Source: an optimization exercise on an open RTL-to-GDS flow (aim: small area, a short achievable clock period and few clock cycles per item). Production flows keep margins and buffers that such runs may drop.
At most, simulation tests tie the RTL to the original design; equivalence was not proved.
Power figures rest on the tool's default switching activity, not on a simulated workload.

// crc_link
module crc_link (
  input  wire        clk,
  input  wire        rst,
  input  wire        cmd_valid,
  output wire        cmd_ready,
  input  wire [3:0]  cmd_code,
  input  wire [15:0] cmd_a,
  input  wire [7:0]  cmd_b,
  output reg         resp_valid,
  output reg         resp_ok,
  output reg  [15:0] resp_data,
  output wire        rx_req,
  input  wire        rx_valid,
  input  wire [7:0]  rx_data,
  input  wire        rx_end,
  output wire        tx_valid,
  output wire [7:0]  tx_data,
  input  wire        tx_ready,
  input  wire        tx_fail
);
For scale: about 32,000 sq um of cells after synthesis.
export LEC_CHECK = 0
export CAP_MARGIN = 20
export CORE_MARGIN = 2
export CORE_UTILIZATION = 60
export CTS_BUF_LIST = sky130_fd_sc_hd__clkbuf_16
export CTS_CLUSTER_DIAMETER = 100
export CTS_CLUSTER_SIZE = 20
export PLACE_DENSITY = 0.7
export SLEW_MARGIN = 20
export TNS_END_PERCENT = 100
create_clock -name core_clock -period 10.0 [get_ports {clk}]
standard.sh (not shown) runs the stock make flow with config.mk's settings and CLKGATE_MAP_FILE= SYNTH_SCRIPT=/design/flow/synth_recipe.tcl, a recipe that flattens the netlist after the stock synthesis.
==> flow/flow/run.sh <==
#!/bin/bash
# Standard layout, asking the timing repair for more setup margin.
set -euo pipefail
bash standard.sh SETUP_SLACK_MARGIN=7.1 finish > make_finish.log 2>&1
Testbench counts at the start, summed over its fixed seeds: cycles 19,184, frames 256.
Next try:
==> flow/flow/run.sh (replaced) <==
#!/bin/bash
# Standard layout, asking the timing repair for more setup margin.
set -euo pipefail
bash standard.sh SETUP_SLACK_MARGIN=7 finish > make_finish.log 2>&1
PLACE_DENSITY = 0.6   (was 0.7)
The changed run finished with timing, DRC and antenna clean; count of clock-buffer cells in the layout falls by 1; critical path depth increases by 9; die area stays the same; first-iteration DRC count shrinks slightly; clock power shrinks by a few percent; synthesized cell count stays the same; sequential share of layout area climbs by 1.7 points; total power fell by a few percent; worst hold slack is about the same; core utilization came out lower by 2.3 points.
Next try:
CAP_MARGIN = 5   (was 20)
PLACE_DENSITY = 0.7   (was 0.6)
SLEW_MARGIN = 5   (was 20)
=> Worst hold slack stays flat; clock skew grows by 0.021 ns; via count grows by 0.32%; design area goes up by 0.50%; first-iteration DRC count decreases by 8.7%.
Next try:
==> flow/flow/run.sh (replaced) <==
#!/bin/bash
# Standard layout, asking the timing repair for more setup margin.
set -euo pipefail
bash standard.sh SETUP_SLACK_MARGIN=6.9 finish > make_finish.log 2>&1
CAP_MARGIN = 20   (was 5)
SLEW_MARGIN = 20   (was 5)
Outcome: Power fell by about 1.1%. Non-clock buffer count goes down by 37. Wire length barely changes. Utilization shrinks by 1.1 points. Clock skew fell by 0.017 ns. Worst hold slack gains 0.014 ns.

========
Starting RTL as in the previous note.
export LEC_CHECK = 0
export CAP_MARGIN = 20
export CORE_MARGIN = 2
export CORE_UTILIZATION = 60
export CTS_BUF_LIST = sky130_fd_sc_hd__clkbuf_16
export CTS_CLUSTER_DIAMETER = 100
export CTS_CLUSTER_SIZE = 20
export PLACE_DENSITY = 0.7
export SLEW_MARGIN = 20
export TNS_END_PERCENT = 100
create_clock -name core_clock -period 10.0 [get_ports {clk}]
==> flow/flow/run.sh <==
#!/bin/bash
# Standard layout, asking the timing repair for more setup margin.
set -euo pipefail
bash standard.sh SETUP_SLACK_MARGIN=7 SETUP_REPAIR_SEQUENCE=unbuffer,sizedown,sizeup,swap,buffer finish > make_finish.log 2>&1
Testbench counts at the start, summed over its fixed seeds: cycles 19,184, frames 256.
Then changed:
==> flow/flow/run.sh (replaced) <==
#!/bin/bash
# Standard layout, asking the timing repair for more setup margin.
set -euo pipefail
bash standard.sh SETUP_SLACK_MARGIN=7 finish > make_finish.log 2>&1
--- a/flow/config.mk
+++ b/flow/config.mk
@@ -10 +10 @@
-export CORE_UTILIZATION = 60
+export CORE_UTILIZATION = 50
The new run produced a clean layout.
Cell count climbs by 5.6%.
Core utilization drops by 11 points.
Non-clock buffer count climbs by 11.
Sequential power is about the same.
Sequential share of layout area drops by 0.74 points.

========
## job 101
Another version of the RTL of crc_link (not shown whole).
Size: roughly 72 I/O pins.
## crc_link
module crc_link (
  input  wire        clk,
  input  wire        rst,
  input  wire        cmd_valid,
  output wire        cmd_ready,
  input  wire [3:0]  cmd_code,
  input  wire [15:0] cmd_a,
  input  wire [7:0]  cmd_b,
  output reg         resp_valid,
  output reg         resp_ok,
  output reg  [15:0] resp_data,
  output wire        rx_req,
  input  wire        rx_valid,
  input  wire [7:0]  rx_data,
  input  wire        rx_end,
  output wire        tx_valid,
  output wire [7:0]  tx_data,
  input  wire        tx_ready,
  input  wire        tx_fail
);
clock: 10.0 ns
lec_check: 0
cap_margin: 20
core_margin: 2
core_utilization: 60
cts_buf_list: sky130_fd_sc_hd__clkbuf_16
cts_cluster_diameter: 100
cts_cluster_size: 20
place_density: 0.7
slew_margin: 20
tns_end_percent: 100
==> flow/flow/run.sh <==
#!/bin/bash
# Standard layout, asking the timing repair for more setup margin.
set -euo pipefail
bash standard.sh SETUP_SLACK_MARGIN=6.6 finish > make_finish.log 2>&1
Job 101 finished every step from synthesis to the final layout, and the layout passed the timing, design-rule and antenna checks.
--- input diff job 101..job 102 ---
==> flow/flow/run.sh <==
#!/bin/bash
# Standard layout, asking the timing repair for more setup margin.
set -euo pipefail
bash standard.sh SETUP_SLACK_MARGIN=6.8 finish > make_finish.log 2>&1
==> run summary <==
Job 102 closes out successfully: all stages finished, all timing, DRC and antenna checks passed. From job 101 to job 102 the numbers moved as follows: total vias in the final route rose about 1.5%, routed wire length rose about 5%, non-filler instance count after layout rose 0.98%, wire length of the first global-routing pass rose 3.0%, post-layout worst setup margin rose 0.26 ns. Run comparison: job 102 capture point of the critical path bv[354]$_DFFE_PP_; job 101 capture point of the critical path bv[477]$_DFFE_PP_.
Function was not checked in any run of this note: the RTL went through the layout flow alone.

========
Another version of the RTL of crc_link (not shown whole).
Size in the first run: ~72 I/O pins, roughly 32,000 um^2 of cells after synthesis.
export LEC_CHECK = 0
export CAP_MARGIN = 20
export CORE_MARGIN = 2
export CORE_UTILIZATION = 60
export CTS_BUF_LIST = sky130_fd_sc_hd__clkbuf_8 sky130_fd_sc_hd__clkbuf_16
export CTS_CLUSTER_DIAMETER = 80
export CTS_CLUSTER_SIZE = 15
export PLACE_DENSITY = 0.7
export SLEW_MARGIN = 20
export TNS_END_PERCENT = 100
create_clock -name core_clock -period 10.0 [get_ports {clk}]
==> flow/flow/run.sh <==
#!/bin/bash
# Standard layout, asking the timing repair for more setup margin.
set -euo pipefail
bash standard.sh SETUP_SLACK_MARGIN=7 finish > make_finish.log 2>&1
The first run passed the timing, design-rule and antenna checks.
Testbench counts at the start, summed over its fixed seeds: cycles 19,312, frames 256.
Change:
- CTS_BUF_LIST: sky130_fd_sc_hd__clkbuf_8 sky130_fd_sc_hd__clkbuf_16 -> sky130_fd_sc_hd__clkbuf_16
- CTS_CLUSTER_DIAMETER: 80 -> 100
- CTS_CLUSTER_SIZE: 15 -> 20
After rerunning:
- setup slack improved by 43 ps
- cell area shrinks by about 1.2%
- global-route usage shrinks by 0.22 points
- clock-buffer cell count shrinks by 12
- hold slack barely changes
- power shrinks by about 4%
- final cell count shrinks by 0.77%
- non-clock buffer count shrinks by 7
- register-to-register slack improved by 40 ps
- sequential share of layout area grows by 0.68 points
- utilization shrinks by 0.87 points

========
Setup of before:
Another version of the RTL of crc_link (not shown whole).
Size in the first run: roughly 2,300 cells after synthesis, roughly 72 I/O pins, ~32,000 µm² of cells after synthesis.
Design crc_link, start of the top module:
module crc_link (
  input  wire        clk,
  input  wire        rst,
  input  wire        cmd_valid,
  output wire        cmd_ready,
  input  wire [3:0]  cmd_code,
  input  wire [15:0] cmd_a,
  input  wire [7:0]  cmd_b,
  output reg         resp_valid,
  output reg         resp_ok,
  output reg  [15:0] resp_data,
  output wire        rx_req,
  input  wire        rx_valid,
  input  wire [7:0]  rx_data,
  input  wire        rx_end,
  output wire        tx_valid,
  output wire [7:0]  tx_data,
  input  wire        tx_ready,
  input  wire        tx_fail
);
  localparam [3:0] C_CRCCLR   = 4'h1, C_CRCSTEP = 4'h2, C_FRAMECRC = 4'h3,
                   C_ENCODE   = 4'h4, C_DECODE  = 4'h5, C_RECEIVE  = 4'h6,
                   C_TRANSMIT = 4'h7, C_LDB     = 4'h9, C_STB      = 4'hA,
                   C_RDST     = 4'hB;
  function [15:0] m16;
    input [15:0] c;
    integer i;
    begin
      m16 = c;
      for (i = 0; i < 16; i = i + 1)
        m16 = {m16[14:0], 1'b0} ^ (m16[15] ? 16'h1021 : 16'h0000);
    end
  endfunction
  reg [511:0] bv;                  
  reg [15:0]  crc;                 
  reg [6:0]   n_q;                 
  reg [6:0]   pos;                 
  reg [9:0]   rem;                 
  reg         match_q;             
  reg [1:0]   err;                 
  reg         busy, done_f, fail_f, res_ok;
  reg         rdy_q, cq_v, mode_d;
  reg [15:0]  cq_a;
  reg [7:0]   cq_b;
  reg         v_clr, v_step, v_fsent, v_fjob, v_enc, v_dec, v_rcv, v_xmt, v_ldb, v_stb, v_rdst;
  reg         rx_req_q, tx_valid_q;
  reg [7:0]   tx_cur;              
  reg [7:0]   tx_q;                
  reg         enc_pend;            
  reg         cache_v;             
  reg         s_act, xw, s_tx, s_res, s_fc;
  reg [4:0]   ra;                  
  reg         rxodd;               
  reg         s_fdone, s_z;
  reg [15:0]  tw;                  
  reg         tw_full, tw_fold;
  reg [7:0]   th;                  
  ...
clock: 10.0 ns
lec_check: 0
cap_margin: 20
core_margin: 2
core_utilization: 60
cts_buf_list: sky130_fd_sc_hd__clkbuf_16
cts_cluster_diameter: 100
cts_cluster_size: 20
place_density: 0.7
slew_margin: 20
tns_end_percent: 100
Scripts as last shown in full above: flow/flow/run.sh
Per the final summary, before finished and its layout is clean on timing, DRC and antenna.
diff inputs: before => after
-- flow/config.mk --
<<< before, line 12
export CTS_CLUSTER_DIAMETER = 100
export CTS_CLUSTER_SIZE = 20
>>> after, line 12
export CTS_CLUSTER_DIAMETER = 120
export CTS_CLUSTER_SIZE = 24
## What came out
after does better than before on first-iteration detailed-routing DRC count. Comparing before and after, the lower multi-input gate area in the final layout is on before. ~same setup slack in before and after. Re number of sequential cells: no difference whatsoever between before and after. From before to after the numbers moved as follows: post-synthesis instance area held, sequential share of power +0.9 points.
No run of this note included a check of the RTL's function; only the layout flow was run.

========
RTL: one of the versions met above, not the one the previous note started from.
Size: roughly 2300 cells after synthesis, about 690 flip-flops, ~72 I/O pins, roughly 32000 sq um of cells after synthesis.
export LEC_CHECK = 0
export CAP_MARGIN = 10
export CORE_MARGIN = 2
export CORE_UTILIZATION = 60
export CTS_BUF_LIST = sky130_fd_sc_hd__clkbuf_16
export CTS_CLUSTER_DIAMETER = 100
export CTS_CLUSTER_SIZE = 20
export PLACE_DENSITY = 0.7
export SLEW_MARGIN = 10
export TNS_END_PERCENT = 100
create_clock -name core_clock -period 10.0 [get_ports {clk}]
Scripts as last shown in full above: flow/flow/run.sh
Testbench counts at the start, summed over its fixed seeds: cycles 19,184, frames 256.
Next try:
Settings changed: ABC_AREA set to 1, CAP_MARGIN 10 to 20, SLEW_MARGIN 10 to 20.
=> The new run finished with timing, DRC and antenna clean; worst setup slack is worse by 0.032 ns; clock-buffer cell count rises by 1; sequential power is about the same; sequential share of layout area fell by 1.8 points; hold slack got worse by 0.015 ns; final cell count grows by 37%; die area is higher by 3.6%; global-route usage rose by 5.7 points; wire length rises by 21%.
Next try:
Settings changed: ABC_AREA 1 to not set, CORE_UTILIZATION 60 to 55.
Outcome: Power fell by 5.7%. Worst setup slack degrades by 0.060 ns. Sequential share of layout area rose by 1.3 points. Clock skew rose by 0.018 ns. Via count fell by 24%. Worst hold slack improves by 0.022 ns. Non-clock buffer count rose by 31. Sequential cell count does not change.

========
## maple
crc_link again, from the RTL that the note above started with.
// crc_link
module crc_link (
  input  wire        clk,
  input  wire        rst,
  input  wire        cmd_valid,
  output wire        cmd_ready,
  input  wire [3:0]  cmd_code,
  input  wire [15:0] cmd_a,
  input  wire [7:0]  cmd_b,
  output reg         resp_valid,
  output reg         resp_ok,
  output reg  [15:0] resp_data,
  output wire        rx_req,
  input  wire        rx_valid,
  input  wire [7:0]  rx_data,
  input  wire        rx_end,
  output wire        tx_valid,
  output wire [7:0]  tx_data,
  input  wire        tx_ready,
  input  wire        tx_fail
);
==> flow/config.mk <==
export PLATFORM = sky130hd
export DESIGN_NAME = crc_link
export DESIGN_NICKNAME = crc_link
export VERILOG_FILES = /design/flow/design.v
export SDC_FILE = /design/flow/constraint.sdc
export NUM_CORES = 8
export LEC_CHECK = 0
export CAP_MARGIN = 20
export CORE_MARGIN = 2
export CORE_UTILIZATION = 60
export CTS_BUF_LIST = sky130_fd_sc_hd__clkbuf_16
export CTS_CLUSTER_DIAMETER = 100
export CTS_CLUSTER_SIZE = 20
export PLACE_DENSITY = 0.7
export SLEW_MARGIN = 20
export TNS_END_PERCENT = 100
==> flow/constraint.sdc <==
create_clock -name core_clock -period 10.0 [get_ports {clk}]
set_input_delay 2.0000 -clock core_clock [delete_from_list [all_inputs] [get_ports {clk}]]
set_output_delay 2.0000 -clock core_clock [all_outputs]
set_load 0.01 [all_outputs]
==> flow/flow/run.sh <==
#!/bin/bash
# Standard layout, asking the timing repair for more setup margin.
set -euo pipefail
bash standard.sh SETUP_SLACK_MARGIN=6.5 finish > make_finish.log 2>&1
Testbench counts of maple, summed over its fixed seeds: cycles 19,184, frames 256.
Relative to maple, the following input files were edited for lagoon:
==> flow/flow/run.sh <==
#!/bin/bash
# Standard layout, asking the timing repair for more setup margin.
set -euo pipefail
bash standard.sh SETUP_SLACK_MARGIN=7 finish > make_finish.log 2>&1
Findings:
- From maple to lagoon the numbers moved as follows: number of nets in the layout went up about 3%, multi-input combinational cell area went up 810 um^2, setup fix buffers added after clock tree synthesis went up 29, signal arrival time at the worst endpoint went down 2.95 ns.
- lagoon improves on maple in power in the clock group.
- Re worst hold slack: lagoon is 0.0049 ns up on maple.
What violet does differently from lagoon at the input level:
==> flow/flow/run.sh <==
#!/bin/bash
# Standard layout, asking the timing repair for more setup margin.
set -euo pipefail
bash standard.sh SETUP_SLACK_MARGIN=7 SKIP_LAST_GASP=1 finish > make_finish.log 2>&1
[summary]
- violet against lagoon: sequential cell count was more or less identical; logic gate share of total power flat.
- Re non-clock buffer count: no difference whatsoever between lagoon and violet.
- Re well tap count: no difference whatsoever between violet and lagoon.
- | final setup violation count | lagoon vs violet | ≈ equal |
- Compared with lagoon, in violet hold slack was more or less identical; final total power closely matched the old numbers.
- Any difference in sequential share of layout area between lagoon and violet is small enough to ignore.
Inputs modified between violet and tundra:
# violet
export LEC_CHECK = 0
export CAP_MARGIN = 20
export CORE_MARGIN = 2
export CORE_UTILIZATION = 60
export CTS_BUF_LIST = sky130_fd_sc_hd__clkbuf_16
export CTS_CLUSTER_DIAMETER = 100
export CTS_CLUSTER_SIZE = 20
export PLACE_DENSITY = 0.7
export SLEW_MARGIN = 20
export TNS_END_PERCENT = 100
create_clock -name core_clock -period 10.0 [get_ports {clk}]
# tundra
export LEC_CHECK = 0
export CAP_MARGIN = 20
export CORE_MARGIN = 2
export CORE_UTILIZATION = 60
export CTS_BUF_LIST = sky130_fd_sc_hd__clkbuf_16
export CTS_CLUSTER_DIAMETER = 100
export CTS_CLUSTER_SIZE = 20
export PLACE_DENSITY = 0.8
export SLEW_MARGIN = 20
export TNS_END_PERCENT = 100
create_clock -name core_clock -period 10.0 [get_ports {clk}]
==> flow/flow/run.sh <==
#!/bin/bash
# Standard layout, asking the timing repair for more setup margin.
set -euo pipefail
bash standard.sh SETUP_SLACK_MARGIN=7 finish > make_finish.log 2>&1
--- outcome ---
violet -> tundra: buffer levels on the longest clock path delta 0, exact match
| area taken by flip-flops and latches | tundra vs violet | ≈ equal |
In terms of count of antenna-violating nets left after detailed routing, tundra and violet differ only marginally.

========
Setup of v53:
Another version of the RTL of crc_link (not shown whole).
For scale: ~2500 cells after synthesis, about 690 flip-flops, about 31000 um2 of cells after synthesis.
export LEC_CHECK = 0
export CAP_MARGIN = 20
export CORE_MARGIN = 2
export CORE_UTILIZATION = 60
export CTS_BUF_LIST = sky130_fd_sc_hd__clkbuf_4 sky130_fd_sc_hd__clkbuf_8
export CTS_CLUSTER_SIZE = 30
export PLACE_DENSITY = 0.7
export SLEW_MARGIN = 20
export TNS_END_PERCENT = 100
create_clock -name core_clock -period 10.0 [get_ports {clk}]
==> flow/flow/run.sh <==
#!/bin/bash
# Standard layout, asking the timing repair for more setup margin.
set -euo pipefail
bash standard.sh SETUP_SLACK_MARGIN=7 finish > make_finish.log 2>&1
--- input diff v53..v10 ---
# v53
export LEC_CHECK = 0
export CAP_MARGIN = 20
export CORE_MARGIN = 2
export CORE_UTILIZATION = 60
export CTS_BUF_LIST = sky130_fd_sc_hd__clkbuf_4 sky130_fd_sc_hd__clkbuf_8
export CTS_CLUSTER_SIZE = 30
export PLACE_DENSITY = 0.7
export SLEW_MARGIN = 20
export TNS_END_PERCENT = 100
create_clock -name core_clock -period 10.0 [get_ports {clk}]
# v10
export LEC_CHECK = 0
export CAP_MARGIN = 20
export CORE_MARGIN = 2
export CORE_UTILIZATION = 60
export CTS_BUF_LIST = sky130_fd_sc_hd__clkbuf_4 sky130_fd_sc_hd__clkbuf_8
export CTS_CLUSTER_SIZE = 30
export PLACE_DENSITY = 0.7
export SETUP_SLACK_MARGIN = 5
export SLEW_MARGIN = 20
export TNS_END_PERCENT = 100
create_clock -name core_clock -period 10.0 [get_ports {clk}]
==> flow/run.sh (new file) <==
#!/bin/bash
# synth_recipe.tcl (not shown) runs the flow's synth.tcl, then flattens the netlist and writes it again
# the make line also repeats each setting of config.mk as NAME=value (left out here)
make -C /OpenROAD-flow-scripts/flow DESIGN_CONFIG=/design/flow/config.mk WORK_HOME=/design/flow/orfs CLKGATE_MAP_FILE= SYNTH_SCRIPT=/design/flow/synth_recipe.tcl finish
removed: flow/flow/run.sh
removed: flow/standard.sh
Results
- Diff v10..v53 | number of non-clock inverters in the layout | unchanged
- v10 -> v53: clock latency at the later pin of the worst-skew pair flat
- v53 -> v10: overall power of the completed layout decreased by a few percent
- A startpoint of the most critical setup path of rx_data[6] is what v10 shows, while rx_valid belongs to v53.
- The routed wire length of v10 falls short of that of v53 by 18000 um.
- In the tables for v10 and v53, layout buffer count excluding clock buffers reads higher with v53.
- Of v10 and v53, the run reporting the lower via count of the first global-routing pass was v10.
- v10: sequential fraction of design power is 3.1 points higher than what v53 reported.
- Between v53 and v10, required time reported for the critical path endpoint decreased.
- Core util | v10 vs v53 | v10 lower
The following lists how v26 was set up differently from v10:
# v10
export LEC_CHECK = 0
export CAP_MARGIN = 20
export CORE_MARGIN = 2
export CORE_UTILIZATION = 60
export CTS_BUF_LIST = sky130_fd_sc_hd__clkbuf_4 sky130_fd_sc_hd__clkbuf_8
export CTS_CLUSTER_SIZE = 30
export PLACE_DENSITY = 0.7
export SETUP_SLACK_MARGIN = 5
export SLEW_MARGIN = 20
export TNS_END_PERCENT = 100
create_clock -name core_clock -period 10.0 [get_ports {clk}]
# v26
export LEC_CHECK = 0
export CAP_MARGIN = 10
export CORE_MARGIN = 2
export CORE_UTILIZATION = 60
export PLACE_DENSITY = 0.7
export SLEW_MARGIN = 10
export TNS_END_PERCENT = 100
create_clock -name core_clock -period 10.0 [get_ports {clk}]
==> flow/flow/run.sh (new file) <==
#!/bin/bash
# Standard layout, asking the timing repair for more setup margin.
set -euo pipefail
bash standard.sh SETUP_SLACK_MARGIN=7 finish > make_finish.log 2>&1
==> flow/standard.sh (new file) <==
#!/bin/bash
# synth_recipe.tcl (not shown) runs the flow's synth.tcl, then flattens the netlist and writes it again
# the make line also repeats each setting of config.mk as NAME=value (left out here)
make -C /OpenROAD-flow-scripts/flow DESIGN_CONFIG=/design/flow/config.mk WORK_HOME=/design/flow/orfs CLKGATE_MAP_FILE= SYNTH_SCRIPT=/design/flow/synth_recipe.tcl "${@:-finish}"
removed: flow/run.sh
## What came out
- Final checks on v26, whose flow otherwise completed, came back failing, citing slew limit.
- On core utilization, the higher figure sits with v26, not v10.
- v26 ended with less time the final worst path needs with I/O delays and setup than v10.
- v10 → v26: power of the combinational group has increased; design area has increased; clock share of power has increased.
No functional check of the RTL was part of any run of this note.

[separate check: timing with driven ports]
In the flow no input, the clock included, has a driving cell. The finished layouts below were timed again as built, in two steps. Step 1 assumes that a clkbuf_16 drives the clock port and a buf_2 every other input. Step 2, shift: input delay + t, output delay - t, t = (earliest + latest rising clock arrival at the registers) / 2. This alone moves slack from input paths to output paths. Slacks: ideal ports / drivers / drivers and shift; pairs: ideal ports / drivers.
run	shift t [ns]	slack for setup (ns)	hold slack, ns	clock arrival spread, ns	worst register clock-pin slew, ns
the first run of note 1	0.667	6.881 / 6.817 / 6.396	0.502 / 0.502 / 0.502	0.048 / 0.048	0.10 / 0.10
the second run of note 1	0.655	6.907 / 6.855 / 6.259	0.502 / 0.502 / 0.502	0.025 / 0.025	0.10 / 0.10
the third run of note 1	0.659	6.873 / 6.812 / 6.325	0.503 / 0.503 / 0.503	0.045 / 0.045	0.10 / 0.10
the fourth run of note 1	0.663	6.801 / 6.738 / 6.230	0.517 / 0.517 / 0.517	0.029 / 0.029	0.10 / 0.10
the first run of note 2	0.659	6.874 / 6.814 / 6.328	0.503 / 0.503 / 0.503	0.043 / 0.044	0.10 / 0.10
the second run of note 2	0.669	6.826 / 6.763 / 6.299	0.491 / 0.491 / 0.491	0.032 / 0.032	0.10 / 0.10
job 101	0.668	6.459 / 6.459 / 6.000	0.480 / 0.480 / 0.480	0.042 / 0.042	0.11 / 0.11
job 102	0.677	6.718 / 6.712 / 6.119	0.483 / 0.483 / 0.483	0.036 / 0.036	0.10 / 0.10
the first run of note 4	0.700	6.789 / 6.724 / 6.213	0.462 / 0.462 / 0.462	0.029 / 0.030	0.08 / 0.08
the second run of note 4	0.663	6.832 / 6.771 / 6.274	0.462 / 0.462 / 0.462	0.043 / 0.043	0.10 / 0.10
before	0.662	6.786 / 6.762 / 6.142	0.513 / 0.513 / 0.513	0.024 / 0.024	0.10 / 0.10
after	0.652	6.786 / 6.746 / 6.150	0.520 / 0.520 / 0.520	0.042 / 0.042	0.12 / 0.12
the first run of note 6	0.659	6.874 / 6.814 / 6.328	0.503 / 0.503 / 0.503	0.043 / 0.044	0.10 / 0.10
the second run of note 6	0.659	6.842 / 6.780 / 6.331	0.488 / 0.488 / 0.488	0.026 / 0.027	0.10 / 0.10
the third run of note 6	0.662	6.782 / 6.717 / 6.266	0.511 / 0.511 / 0.511	0.044 / 0.044	0.11 / 0.11
maple	0.667	6.456 / 6.456 / 5.867	0.499 / 0.499 / 0.499	0.035 / 0.035	0.10 / 0.10
lagoon	0.659	6.874 / 6.814 / 6.328	0.503 / 0.503 / 0.503	0.043 / 0.044	0.10 / 0.10
violet	0.659	6.874 / 6.814 / 6.328	0.503 / 0.503 / 0.503	0.043 / 0.044	0.10 / 0.10
tundra	0.667	6.890 / 6.833 / 6.306	0.510 / 0.510 / 0.510	0.042 / 0.043	0.10 / 0.10
v53	0.820	6.569 / 6.581 / 5.761	0.473 / 0.473 / 0.473	0.056 / 0.056	0.08 / 0.08
v10	0.799	5.190 / 5.219 / 4.420	0.454 / 0.454 / 0.454	0.056 / 0.056	0.07 / 0.07
v26	0.708	6.214 / 6.214 / 5.773	0.484 / 0.484 / 0.484	0.027 / 0.027	0.08 / 0.08
The setup slack of v53, which loses most, moves by +0.012 ns with the drivers and by -0.808 ns with both steps.
